This design comes from an exercise in tuning for small area, a short achievable clock period and few clock cycles on the open sky130 flow, not from production work.
Function was checked by simulation only, so behaviour that the tests miss may differ from the original.
Power and IR drop assume default switching activity.

`flow/flow/run.sh`:
```
#!/bin/bash
# Standard ORFS layout, with the port buffers made of plain buffers (buf_1)
# instead of the delay cells buffer_ports picks by default, and sizing free to
# change a cell's footprint, without gate cloning.
set -euo pipefail
bash standard.sh \
  BUFFER_PORTS_ARGS="-buffer_cell sky130_fd_sc_hd__buf_1" \
  MATCH_CELL_FOOTPRINT=0 \
  SKIP_GATE_CLONING=1 \
  finish > flow_standard.log 2>&1
```
`flow/standard.sh`:
```
#!/bin/bash
# synth_recipe.tcl (not shown) runs the flow's synth.tcl, then flattens the netlist and writes it again
# the make line also repeats each setting of config.mk as NAME=value (left out here)
make -C /OpenROAD-flow-scripts/flow DESIGN_CONFIG=/design/flow/config.mk WORK_HOME=/design/flow/orfs CLKGATE_MAP_FILE= SYNTH_SCRIPT=/design/flow/synth_recipe.tcl "${@:-finish}"
```
`flow/config.mk`:
```
export PLATFORM = sky130hd
export DESIGN_NAME = gomes_cursor
export DESIGN_NICKNAME = gomes_cursor
export VERILOG_FILES = /design/flow/design.v
export SDC_FILE = /design/flow/constraint.sdc
export NUM_CORES = 4
export LEC_CHECK = 0
export ABC_AREA = 1
export CAP_MARGIN = 20
export CORE_MARGIN = 2
export CORE_UTILIZATION = 50
export PLACE_DENSITY = 0.7
export SETUP_SLACK_MARGIN = 2.5
export SLEW_MARGIN = 20
```
`flow/constraint.sdc`:
```
create_clock -name core_clock -period 5.0 [get_ports {clk}]
set_input_delay 1.0000 -clock core_clock [delete_from_list [all_inputs] [get_ports {clk}]]
set_output_delay 1.0000 -clock core_clock [all_outputs]
set_load 0.01 [all_outputs]
```
`flow/design.v`:
```
module gomes_cursor (
    input  wire        clk,
    input  wire        rst,         
    input  wire        cmd_valid,
    output wire        cmd_ready,
    input  wire [7:0]  cmd_code,
    input  wire [63:0] cmd_a,       
    input  wire [3:0]  cmd_w,       
    input  wire [79:0] cmd_in,      
    input  wire [3:0]  cmd_avail,   
    output reg         rsp_valid,
    output reg  [3:0]  rsp_err,
    output wire [79:0] rsp_data,
    output reg  [3:0]  rsp_len,
    output reg  [1:0]  rsp_vstat
);
    localparam [3:0] E_OK           = 4'd0;
    localparam [3:0] E_TRUNCATED    = 4'd2;
    localparam [3:0] E_VARINT_OVF   = 4'd4;
    localparam [3:0] E_PRECONDITION = 4'd6;
    localparam [3:0] E_BAD_COMMAND  = 4'd9;
    reg strict;
    assign cmd_ready = 1'b1;
    function [3:0] therm_count(input [9:0] t);
        begin
            therm_count[3] = t[7];
            therm_count[2] = t[3] & ~t[7];
            therm_count[1] = (t[1] & ~t[3]) | (t[5] & ~t[7]) | t[9];
            therm_count[0] = (t[0] & ~t[1]) | (t[2] & ~t[3]) | (t[4] & ~t[5]) |
                             (t[6] & ~t[7]) | (t[8] & ~t[9]);
        end
    endfunction
    function [7:0] tag_char(input [5:0] g);
        tag_char = (g == 6'd0) ? 8'h20 : {1'b0, g[5], 1'b0, g[4:0]};
    endfunction
    wire [3:0]  hi = cmd_code[7:4];
    wire [3:0]  lo = cmd_code[3:0];
    wire        h0 = (hi == 4'h0), h1 = (hi == 4'h1), h4 = (hi == 4'h4);
    wire [15:0] l;
    genvar gl;
    generate
        for (gl = 0; gl < 16; gl = gl + 1) begin : g_lo
            assign l[gl] = (lo == gl);
        end
    endgenerate
    wire c_zze  = h0 & l[1];
    wire c_zzd  = h0 & l[2];
    wire c_vwr  = h0 & l[3];
    wire c_vrd  = h0 & l[4];
    wire c_nwr  = h0 & l[5];
    wire c_u8   = h0 & l[6];
    wire c_u16  = h0 & l[7];
    wire c_u32  = h0 & l[8];
    wire c_f64  = h0 & l[9];
    wire c_tagp = h1 & l[0];
    wire c_tagu = h1 & l[1];
    wire c_cfgw = h4 & l[1];
    wire c_cfgr = h4 & l[2];
    wire c_stat = h4 & l[3];
    wire c_brst = h4 & l[15];
    wire c_bad  = ~((h0 & ((~lo[3] & (|lo[2:0])) | (lo[3] & ~lo[2] & ~lo[1]))) |
                    (h1 & ~|lo[3:1]) |
                    (h4 & (((~lo[3] & ~lo[2]) & (|lo[1:0])) | (&lo))));
    wire [9:0] av;
    genvar gi;
    generate
        for (gi = 0; gi < 10; gi = gi + 1) begin : g_av
            assign av[gi] = (cmd_avail > gi);
        end
    endgenerate
    wire [63:0] ze_raw = {cmd_a[62:0], 1'b0};
    wire [63:0] zd_raw = {1'b0, cmd_a[63:1]};
    wire        ze_s   = cmd_a[63];
    wire        zd_s   = cmd_a[0];
    wire [9:1] gz, go;     
    generate
        for (gi = 1; gi < 9; gi = gi + 1) begin : g_grp
            assign gz[gi] = ~|cmd_a[7*gi+5 : 7*gi-1];
            assign go[gi] =  &cmd_a[7*gi+5 : 7*gi-1];
        end
    endgenerate
    assign gz[9] = ~cmd_a[62];
    assign go[9] =  cmd_a[62];
    wire [9:0] vw_cont;
    generate
        for (gi = 0; gi < 9; gi = gi + 1) begin : g_cont
            assign vw_cont[gi] = ~((~ze_s & (&gz[9:gi+1])) | (ze_s & (&go[9:gi+1])));
        end
    endgenerate
    assign vw_cont[9] = 1'b0;
    wire u63 = cmd_a[62] ^ cmd_a[63];
    wire [79:0] vw_data;
    generate
        for (gi = 0; gi < 8; gi = gi + 1) begin : g_vwd
            assign vw_data[8*gi +: 8] = {vw_cont[gi], ze_raw[7*gi +: 7]};
        end
    endgenerate
    assign vw_data[71:64] = {u63, ze_raw[62:56] ^ {7{ze_s}}};
    assign vw_data[79:72] = {7'd0, u63};
    wire [3:0] vw_len = therm_count({vw_cont[8:0], 1'b1});
    wire [9:0] cb;
    wire [9:0] rc;
    generate
        for (gi = 0; gi < 10; gi = gi + 1) begin : g_rc
            assign cb[gi] = cmd_in[8*gi + 7];
            if (gi == 0)
                assign rc[gi] = 1'b1;
            else
                assign rc[gi] = &cb[gi-1:0];
        end
    endgenerate
    wire       b9_big = |cmd_in[78:73];                  
    wire [9:0] reach  = rc & av;                          
    wire [9:0] inc    = reach & {~b9_big, 9'h1FF};        
    wire       vr_short = |(rc & ~av);
    wire       vr_guard = reach[9] & (cmd_in[79] | b9_big);
    wire [3:0] vr_len   = therm_count(reach);
    wire       vr_err   = strict & (vr_short | vr_guard);
    wire [9:0]  vr_keep = inc & {10{c_vrd & ~vr_err}};
    wire [63:0] vr_acc;
    generate
        for (gi = 0; gi < 9; gi = gi + 1) begin : g_vra
            assign vr_acc[7*gi +: 7] = cmd_in[8*gi +: 7] & {7{vr_keep[gi]}};
        end
    endgenerate
    assign vr_acc[63] = cmd_in[72] & vr_keep[9];
    wire w1 = (cmd_w == 4'd1);
    wire w2 = (cmd_w == 4'd2);
    wire w4 = (cmd_w == 4'd4);
    wire w8 = (cmd_w == 4'd8);
    wire nw_ok = w1 | w2 | w4 | w8;
    function [63:0] bswap(input [63:0] s, input n1, input n2, input n4, input n8);
        integer j;
        begin
            bswap = 64'd0;
            for (j = 0; j < 8; j = j + 1) begin
                if (j < 1) bswap[8*j +: 8] = bswap[8*j +: 8] | ({8{n1}} & s[8*(0-j) +: 8]);
                if (j < 2) bswap[8*j +: 8] = bswap[8*j +: 8] | ({8{n2}} & s[8*(1-j) +: 8]);
                if (j < 4) bswap[8*j +: 8] = bswap[8*j +: 8] | ({8{n4}} & s[8*(3-j) +: 8]);
                bswap[8*j +: 8] = bswap[8*j +: 8] | ({8{n8}} & s[8*(7-j) +: 8]);
            end
        end
    endfunction
    wire rd_ok1 = c_u8  & av[0];
    wire rd_ok2 = c_u16 & av[1];
    wire rd_ok4 = c_u32 & av[3];
    wire rd_ok8 = c_f64 & av[7];
    wire rd_ok  = rd_ok1 | rd_ok2 | rd_ok4 | rd_ok8;
    wire rd_trunc = (c_u8 | c_u16 | c_u32 | c_f64) & ~rd_ok;
    wire [63:0] sw_src  = (cmd_code[3] | cmd_code[1]) ? cmd_in[63:0] : cmd_a;
    wire [63:0] sw_data = bswap(sw_src, (c_nwr & w1) | rd_ok1, (c_nwr & w2) | rd_ok2,
                                        (c_nwr & w4) | rd_ok4, (c_nwr & w8) | rd_ok8);
    wire [3:0] lab_on = {cmd_w > 4'd3, cmd_w > 4'd2, cmd_w > 4'd1, cmd_w > 4'd0};
    wire [23:0] tp_data;
    generate
        for (gi = 0; gi < 4; gi = gi + 1) begin : g_tp
            assign tp_data[23-6*gi -: 6] = {cmd_a[8*gi+6], cmd_a[8*gi +: 5]} & {6{lab_on[gi]}};
        end
    endgenerate
    wire [31:0] tu_data = {tag_char(cmd_a[5:0]),   tag_char(cmd_a[11:6]),
                           tag_char(cmd_a[17:12]), tag_char(cmd_a[23:18])};
    wire [79:0] n_data =
          ({80{c_zze}}  & {16'd0, ze_raw})
        | ({80{c_zzd}}  & {16'd0, zd_raw})
        | ({80{c_vwr}}  & vw_data)
        | {16'd0, vr_acc}
        | {16'd0, sw_data}
        | ({80{c_nwr & ~nw_ok}} & {76'd0, cmd_w})
        | ({80{c_tagp}} & {56'd0, tp_data})
        | ({80{c_tagu}} & {48'd0, tu_data})
        | {79'd0, c_cfgr & strict}
        | ({80{c_bad}}  & {72'd0, cmd_code});
    wire [3:0] n_err =
          ({4{c_nwr & ~nw_ok}} & E_PRECONDITION)
        | ({4{rd_trunc | (c_vrd & strict & vr_short)}} & E_TRUNCATED)
        | ({4{c_vrd & strict & vr_guard}} & E_VARINT_OVF)
        | ({4{c_bad}} & E_BAD_COMMAND);
    wire [3:0] n_len =
          ({4{c_vwr}} & vw_len)
        | ({4{c_vrd & ~vr_err}} & vr_len)
        | ({4{c_nwr & nw_ok}} & cmd_w)
        | ({4{rd_ok1}} & 4'd1)
        | ({4{rd_ok2}} & 4'd2)
        | ({4{rd_ok4}} & 4'd4)
        | ({4{rd_ok8}} & 4'd8);
    wire [1:0] n_vstat = {2{c_vrd & ~strict}} & {vr_guard, vr_short};
    wire n_pz  = (c_zze & ze_s) | (c_zzd & zd_s);
    wire n_pzv = n_pz | (c_vwr & ze_s);
    reg [79:0] data_q;
    reg        pz_q, pzv_q;
    generate
        for (gi = 0; gi < 64; gi = gi + 1) begin : g_out
            if (gi % 8 == 7)
                assign rsp_data[gi] = data_q[gi] ^ pz_q;
            else
                assign rsp_data[gi] = data_q[gi] ^ pzv_q;
        end
    endgenerate
    assign rsp_data[79:64] = data_q[79:64];
    always @(posedge clk) begin
        rsp_valid <= cmd_valid & ~rst;
        rsp_err   <= n_err;
        data_q    <= n_data;
        pz_q      <= n_pz;
        pzv_q     <= n_pzv;
        rsp_len   <= n_len;
        rsp_vstat <= n_vstat;
        if (rst)
            strict <= 1'b0;
        else if (cmd_valid & c_cfgw)
            strict <= cmd_a[0];
        else if (cmd_valid & c_brst)
            strict <= 1'b0;
    end
endmodule
```
==> run notes <==
[cell usage in the layout, fill, tap and decap left out, drive strengths merged, types with 4 or more instances in the layout]
master / count
nand2: 341
buf: 277
nor2: 168
nand3: 139
inv: 138
dfxtp: 85
o21ai: 83
a21oi: 80
xor2: 65
o22ai: 48
nand4: 22
o211ai: 19
clkbuf: 18
nor3: 15
mux2: 14
nand3b: 8
conb: 8
o221ai: 5
a22oi: 4
nor4: 4
clkinv: 4
[registers in the layout, indices dropped and copies added, names as in the netlist]
name,cells
rsp_err,3
pz_q,1
rsp_len,4
rsp_vstat,2
pzv_q,1
data_q,72
strict,1
rsp_valid,1
[worst reg2reg max path, cell delays in order, from the launching register on]
cell	delay (ps)
dfxtp_1	420
or2_1	290
nand2_8	150
buf_12	180
nand3_1	70
nand3_1	160
[per-layer routing]
metal	vias up	part of all wire, %
met1	4872	35
met5	-	0
li1	4819	-
met2	1203	40
met4	0	9.0
met3	319	16
[timing repair]
item                                    4_1_cts  5_1_grt
cloned                                        0        0
resized for setup                            29       22
endpoints found under the setup margin      126       55
pin swaps                                     4        5
buffers inserted                             12       16
endpoints found under the hold margin         0        0
[cells by family (layout without fill, tap and decap cells)]
kind of cell	after synthesis	in the layout
flops	85	85
mux	14	14
compound gates	249	249
xor+xnor	65	65
simple gates	699	699
other cells	2	10
buf+inv	218	441
[final cells by class]
type / count / area [um2] / area share, %
repair buffers: 284 / 1370 / 14.3
clock buffers: 11 / 233 / 2.44
inverters: 141 / 546 / 5.71
well taps: 211 / 264 / 2.77
multi-input cells: 1035 / 5360 / 56.2
clock inverters: 5 / 61.3 / 0.642
flip-flops and latches: 85 / 1710 / 17.9
diodes: 2 / 5.00 / 0.0524
[report_power, final]
group / switching (uW) / internal (uW) / total (uW)
combinational: 300 / 104 / 405
clock: 318 / 391 / 709
sequential: 7.79 / 686 / 694
[worst paths after layout]
check | from | to | slack, ps
setup / recovery | cmd_a[30] | rsp_len[2] | 2460
hold reg to reg | strict | strict | 550
setup reg to reg | strict | data_q[53] | 3560
hold / removal | strict | strict | 550
[stage by stage]
step / std cells / utilization [%] / worst slack [ps] / power (uW)
final: 1774 / 62.3 / 2460 / 1810
after global routing: 1772 / 62.3 / 2480 / 1840
after CTS: 1756 / 60.8 / 2510 / 1760
after detailed placement: 1728 / 57.0 / 1410 / 1070
after global placement: 1728 / 57.0 / 1520 / 1070
after floorplan: 1338 / - / 2780 / 883
==> impl_metrics.ini <==
[status]
status = complete, no violations

[cts]
clockBufferDepth = 2
clk_latency_ps = 360
path_clk_slew_ps = 80
cts_root_buffer = clkbuf_16
hold_buffers = 0
clock_sinks = 85
cts_tree = built
cts_buffers = 9
htree_levels = 3

[yosys]
synth-seq-cells = 85
yosysUniqueCellTypes = 41
muxShareOfSynthArea_pct = 2.00
yosys-top-cells-area = dfxtp_1 22%, nand2_1 15%, nand3_1 8.8%, nor2_1 7.4%, xor2_1 7.2%
synth_xor_area_share_pct = 7.21
synth-compound-area-share_pct = 18.2
synth_ff_type = dfxtp_1
synthArstFlopShare_pct = 0
synth_top_area_share_pct = 21.6
yosysSeqAreaShare_pct = 21.6
synth_area_leader_cell = dfxtp_1
netlist_area_um2 = 7890
synth_simple_gate_area_share_pct = 38.5
synthCells = 1332
yosysMostFrequentCell = nand2_1
ys_top_cells_by_count = 323 x nand2_1, 155 x nor2_1, 138 x nand3_1, 133 x inv_1, 85 x dfxtp_1
ys.warnings.count = 1
synth_fa_ha_area_share_pct = 0
synth_top_family_by_area = simple AND/OR/NAND/NOR gates
synth_area_per_cell_um2 = 5.93
synth_edf_count = 0

[die]
fp-row-count = 45
die_h_um = 130
core_um2 = 15300
fp.dieW_um = 130
io_pins = 255
initial_core_util_pct = 51.5
die_area_um2 = 16800

[timing]
hold_viol = 0
slew_headroom_pct = 32.1
period_share_pct = 50.9
fin_skew_ps = 13.6
hold_slack_ps = 549
fmax_ghz = 0.393
grt_setup_unrepaired = true
slew_viol_final = 0
finalCriticalPeriod_ps = 2540
finalSetupViolations = 0
setup_tns_ps = 0
max_slew.worst_pin.slew_ps = 1010

[critical_path]
critPathMaxStageDelay_ps = 490
worstRegToRegCells = 5
cp_cell_sequence = buf_1, nand3_1, nor3_1, nand3_1, nand2_1, nor2_1, nand2_1, nand3_1
cp.depth = 8
cp.arrival_ps = 2760
critPathLaunchType = primary input
path_max_fanout = 6
slowest_stage = buf_1
crit_top_cell = nand3_1
end_kind = flop
critical_path_class = primary input to flop
cp_num_buf_inv = 1
cp_top_family = simple AND/OR/NAND/NOR gates
required_ps = 5220

[routing]
dr.pass1.iters = 10
ant_nets = 0
drt-initial-drc-count = 2391
wirelength_um = 42300
wl_per_cell_um = 23.9
routed_via_density = 6.32
drc_errors = 0
vias = 11200

[grt]
top_usage_layer = met2
grt_start_max_net_pins = 38
first_global_vias = 9760
antenna_found_initial = 1
gr-usage-met2_pct = 70.3
use_met3_pct = 15.9
grt_use_total_pct = 48.4
grt_pass1_wl_um = 59800
use_met1_pct = 61.1
gr-total-overflow = 0

[power_and_ir_drop]
peakVddDrop_v = 0.000173
power_leakage_uw = 0.00435
powerDensity_nw_per_um2 = 189

[placed_design]
gp_congestion = 1.07
placed_cell_area_um2 = 8730
hpwl_um = 31500
port_buffers = 246

[worst_hold_path]
hp-class = flop to flop
hold_depth = 2

[finish]
nFillCells = 1593
nets = 1719
syn_to_final_growth_pct = 21.0
drive_gt1_share_pct = 8.58
final_area_um2 = 9550

[job]
maxCapViolCount = 0
Testbench counts, summed over its fixed seeds: cycles 4,808.

[what the ideal ports hide]
The results above use ideal ports. As a check the final layout listed here was re-extracted and re-timed, cells and wires unchanged.
Step 1 sets driving cells, clkbuf_16 on the clock port and buf_2 on the other inputs (assumed; they add their load-dependent delay and slew).
Step 2, shift: input delay + t, output delay - t, t = (earliest + latest rising clock arrival at the registers) / 2. This alone moves slack from input paths to output paths.
a / b / c = ideal / step 1 / step 2; a / b = the first two.
shift t [ns]: 0.400
setup slack, ns: 2.457 / 2.473 / 2.073
pins driven straight from the clock port: 1
After both steps this run still meets setup and hold. The setup slack of this run moves by +0.016 ns with the drivers and by -0.384 ns with both steps.
